From an optimization exercise on the open Yosys and OpenROAD flow, aimed at small area, a short achievable clock period and few clock cycles per item; shortcuts taken in it are not production practice.
RTL that was checked went through simulation tests only; none was proved equivalent to the original.
Power is estimated from default activity; no workload was simulated.

== the baseline ==
==> module stereo_biquad, before the edit <==
module stereo_biquad (
    input  wire        clk,
    input  wire        rst,           
    input  wire        cfg_we,
    input  wire [2:0]  cfg_addr,
    input  wire [31:0] cfg_wdata,
    input  wire        in_valid,
    output reg         in_ready,
    input  wire [31:0] in_l,
    input  wire [31:0] in_r,
    output reg         out_valid,
    output wire [31:0] out_l,
    output wire [31:0] out_r
);
    localparam [31:0] B0_RST = 32'h3EF65ADD;
    localparam [31:0] B1_RST = 32'h3F765ADD;
    localparam [31:0] B2_RST = 32'h3EF65ADD;
    localparam [31:0] A1_RST = 32'h3F2C0CB9;
    localparam [31:0] A2_RST = 32'h3E815203;
    reg [31:0] b0, b1, b2, a1, a2;
    always @(posedge clk) begin
        if (rst) begin
            b0 <= B0_RST;
            b1 <= B1_RST;
            b2 <= B2_RST;
            a1 <= A1_RST;
            a2 <= A2_RST;
        end else if (cfg_we) begin
            if (cfg_addr == 3'd0) b0 <= cfg_wdata;
            if (cfg_addr == 3'd1) b1 <= cfg_wdata;
            if (cfg_addr == 3'd2) b2 <= cfg_wdata;
            if (cfg_addr == 3'd3) a1 <= cfg_wdata;
            if (cfg_addr == 3'd4) a2 <= cfg_wdata;
        end
    end
    reg rst_q, clr_q;
    always @(posedge clk) begin
        rst_q <= rst;
        clr_q <= cfg_we && (cfg_addr == 3'd5);
    end
    reg  [18:0] slot;
    wire        start = in_valid && !(|slot[8:0]) && !slot[10] && !rst && !rst_q;
    always @(posedge clk) begin
        if (rst_q) slot <= 19'd0;
        else       slot <= {slot[17:0], start};
        in_ready  <= slot[5] && !rst && !rst_q;
        out_valid <= slot[18] && !rst && !rst_q;
    end
    reg [31:0] xl, xr;
    always @(posedge clk) begin
        xl <= in_l;
        xr <= in_r;
    end
    reg [31:0] x1l, x1r, x2l, x2r, y1l, y1r, y2l, y2r;
    assign out_l = y1l;
    assign out_r = y1r;
    wire pend_l = slot[15] | slot[16];    
    wire pend_r = slot[18];
    wire [31:0] mul_a = ({32{slot[0] | slot[2]}} & b0)
                      | ({32{slot[1] | slot[3]}} & b1)
                      | ({32{slot[4] | slot[6]}} & b2)
                      | ({32{slot[7] | slot[9]}} & a1)
                      | ({32{slot[5] | slot[8]}} & a2);
    wire [31:0] mul_b = ({32{slot[0]}} & xl)  | ({32{slot[1]}} & x1l)
                      | ({32{slot[2]}} & xr)  | ({32{slot[3]}} & x1r)
                      | ({32{slot[4]}} & x2l) | ({32{slot[6]}} & x2r)
                      | ({32{slot[7] | (slot[5] & pend_l)}} & y1l)
                      | ({32{slot[5] & !pend_l}} & y2l)
                      | ({32{slot[9] | (slot[8] & pend_r)}} & y1r)
                      | ({32{slot[8] & !pend_r}} & y2r);
    wire [31:0] prod;
    fp32_mul u_mul (.clk(clk), .a(mul_a), .b(mul_b), .y(prod));
    reg [31:0] prod_d, p4l, p4r;
    always @(posedge clk) begin
        prod_d <= prod;
        if (slot[9])  p4l <= prod;
        if (slot[12]) p4r <= prod;
    end
    reg  [31:0] sum_q;
    wire [31:0] add_a = (slot[5] | slot[7]) ? prod_d : sum_q;
    wire [31:0] add_p = slot[14] ? p4l : slot[16] ? p4r : prod;
    wire        neg   = slot[11] | slot[13] | slot[14] | slot[16];
    wire [31:0] sum;
    fp32_add u_add (.clk(clk), .a(add_a), .b({add_p[31] ^ neg, add_p[30:0]}), .y(sum));
    always @(posedge clk) sum_q <= sum;
    always @(posedge clk) begin
        if (rst_q || clr_q) begin
            x1l <= 32'd0; x1r <= 32'd0; x2l <= 32'd0; x2r <= 32'd0;
            y1l <= 32'd0; y1r <= 32'd0; y2l <= 32'd0; y2r <= 32'd0;
        end else begin
            if (slot[6]) begin
                x2l <= x1l; x1l <= xl;
                x2r <= x1r; x1r <= xr;
            end
            if (slot[16]) begin
                y2l <= y1l; y1l <= sum;
            end
            if (slot[18]) begin
                y2r <= y1r; y1r <= sum;
            end
        end
    end
endmodule
clock: 19.0 ns
lec_check: 0
cap_margin: 20
core_margin: 2
core_utilization: 60
slew_margin: 20
standard.sh (not shown) runs the stock make flow with config.mk's settings and CLKGATE_MAP_FILE= SYNTH_SCRIPT=/design/flow/synth_recipe.tcl, a recipe that flattens the netlist after the stock synthesis.
==> flow/flow/run.sh <==
#!/bin/bash
# Standard ORFS layout; repair_timing aims for extra setup slack so the
# design runs faster than the fixed clock constraint requires.
set -euo pipefail
bash standard.sh SETUP_SLACK_MARGIN=14 SLEW_MARGIN=60 CAP_MARGIN=60 finish > orfs_make.log 2>&1
Input changes introduced in the candidate (baseline for comparison: the baseline):
--- a/flow/design.v
+++ b/flow/design.v
@@ -1170,27 +1170,35 @@
     localparam [31:0] B2_RST = 32'h3EF65ADD;
     localparam [31:0] A1_RST = 32'h3F2C0CB9;
     localparam [31:0] A2_RST = 32'h3E815203;
+    reg        rst_q;
+    reg [5:0]  cwe;         
+    reg [31:0] cwd;
+    always @(posedge clk) begin
+        rst_q  <= rst;
+        cwe[0] <= cfg_we && (cfg_addr == 3'd0);
+        cwe[1] <= cfg_we && (cfg_addr == 3'd1);
+        cwe[2] <= cfg_we && (cfg_addr == 3'd2);
+        cwe[3] <= cfg_we && (cfg_addr == 3'd3);
+        cwe[4] <= cfg_we && (cfg_addr == 3'd4);
+        cwe[5] <= cfg_we && (cfg_addr == 3'd5);
+        cwd    <= cfg_wdata;
+    end
     reg [31:0] b0, b1, b2, a1, a2;
     always @(posedge clk) begin
-        if (rst) begin
+        if (rst_q) begin
             b0 <= B0_RST;
             b1 <= B1_RST;
             b2 <= B2_RST;
             a1 <= A1_RST;
             a2 <= A2_RST;
-        end else if (cfg_we) begin
-            if (cfg_addr == 3'd0) b0 <= cfg_wdata;
-            if (cfg_addr == 3'd1) b1 <= cfg_wdata;
-            if (cfg_addr == 3'd2) b2 <= cfg_wdata;
-            if (cfg_addr == 3'd3) a1 <= cfg_wdata;
-            if (cfg_addr == 3'd4) a2 <= cfg_wdata;
+        end else begin
+            if (cwe[0]) b0 <= cwd;
+            if (cwe[1]) b1 <= cwd;
+            if (cwe[2]) b2 <= cwd;
+            if (cwe[3]) a1 <= cwd;
+            if (cwe[4]) a2 <= cwd;
         end
     end
-    reg rst_q, clr_q;
-    always @(posedge clk) begin
-        rst_q <= rst;
-        clr_q <= cfg_we && (cfg_addr == 3'd5);
-    end
     reg  [18:0] slot;
     wire        start = in_valid && !(|slot[8:0]) && !slot[10] && !rst && !rst_q;
     always @(posedge clk) begin
@@ -1223,21 +1231,20 @@
                       | ({32{slot[8] & !pend_r}} & y2r);
     wire [31:0] prod;
     fp32_mul u_mul (.clk(clk), .a(mul_a), .b(mul_b), .y(prod));
-    reg [31:0] prod_d, p4l, p4r;
+    reg [31:0] hold, p4r;
     always @(posedge clk) begin
-        prod_d <= prod;
-        if (slot[9])  p4l <= prod;
+        if (slot[4] | slot[6] | slot[9]) hold <= prod;
         if (slot[12]) p4r <= prod;
     end
     reg  [31:0] sum_q;
-    wire [31:0] add_a = (slot[5] | slot[7]) ? prod_d : sum_q;
-    wire [31:0] add_p = slot[14] ? p4l : slot[16] ? p4r : prod;
+    wire [31:0] add_a = (slot[5] | slot[7]) ? hold : sum_q;
+    wire [31:0] add_p = slot[14] ? hold : slot[16] ? p4r : prod;
     wire        neg   = slot[11] | slot[13] | slot[14] | slot[16];
     wire [31:0] sum;
     fp32_add u_add (.clk(clk), .a(add_a), .b({add_p[31] ^ neg, add_p[30:0]}), .y(sum));
     always @(posedge clk) sum_q <= sum;
     always @(posedge clk) begin
-        if (rst_q || clr_q) begin
+        if (rst_q || cwe[5]) begin
             x1l <= 32'd0; x1r <= 32'd0; x2l <= 32'd0; x2r <= 32'd0;
             y1l <= 32'd0; y1r <= 32'd0; y2l <= 32'd0; y2r <= 32'd0;
         end else begin
==> results.txt <==
Post-synthesis compound-gate area fraction ends up higher on the candidate.
In the flow results for the baseline and the candidate, the worst setup skew after layout is larger on the candidate.
Looking at cell-internal power, the candidate sits about 8% higher than the baseline does.
The candidate ended with less final cell count than the baseline.
On sum of internal, switching and leakage power: the candidate sits above the baseline.
The candidate has more flip-flops than the baseline.
NOTE largest net degree at the start of global routing the baseline->the candidate decreased by a few percent
Going from the baseline to the candidate, multi-input gate area in the final layout was more or less identical; synthesized instance count went down by 129.
Min final weighted congestion in routability-driven placement across the baseline and the candidate: the candidate
Higher minimum clock period was reported by the candidate, not the baseline.
Testbench counts of the candidate, summed over its fixed seeds: cycles 42,992, items 4,096.
No functional check of the RTL was part of the baseline.

==> port drivers added, routing unchanged <==
The results above use ideal ports. As a check the final layouts listed here were re-extracted and re-timed, cells and wires unchanged.
Step 1 (the two cells are an assumption about what drives the block):
set clk [get_ports {clk}]
set_driving_cell -lib_cell sky130_fd_sc_hd__clkbuf_16 $clk
set_driving_cell -lib_cell sky130_fd_sc_hd__buf_2 [delete_from_list [all_inputs] $clk]
Step 2 also shifts input and output timing later by t, the mid clock arrival at the registers, as if the neighbouring blocks saw the same clock.
a / b / c = ideal / step 1 / step 2; a / b = the first two.
run	t (ns)	setup WS [ns]	worst register clock-pin slew, ns	pins driven straight from the clock port
the baseline	0.788	13.950 / 13.871 / 13.438	0.07 / 0.07	1
the candidate	0.778	13.939 / 13.861 / 14.091	0.08 / 0.08	1
After both steps every run listed still meets setup and hold. For the baseline, which loses most, drivers alone change the setup slack by -0.079 ns; drivers and shift together by -0.512 ns.
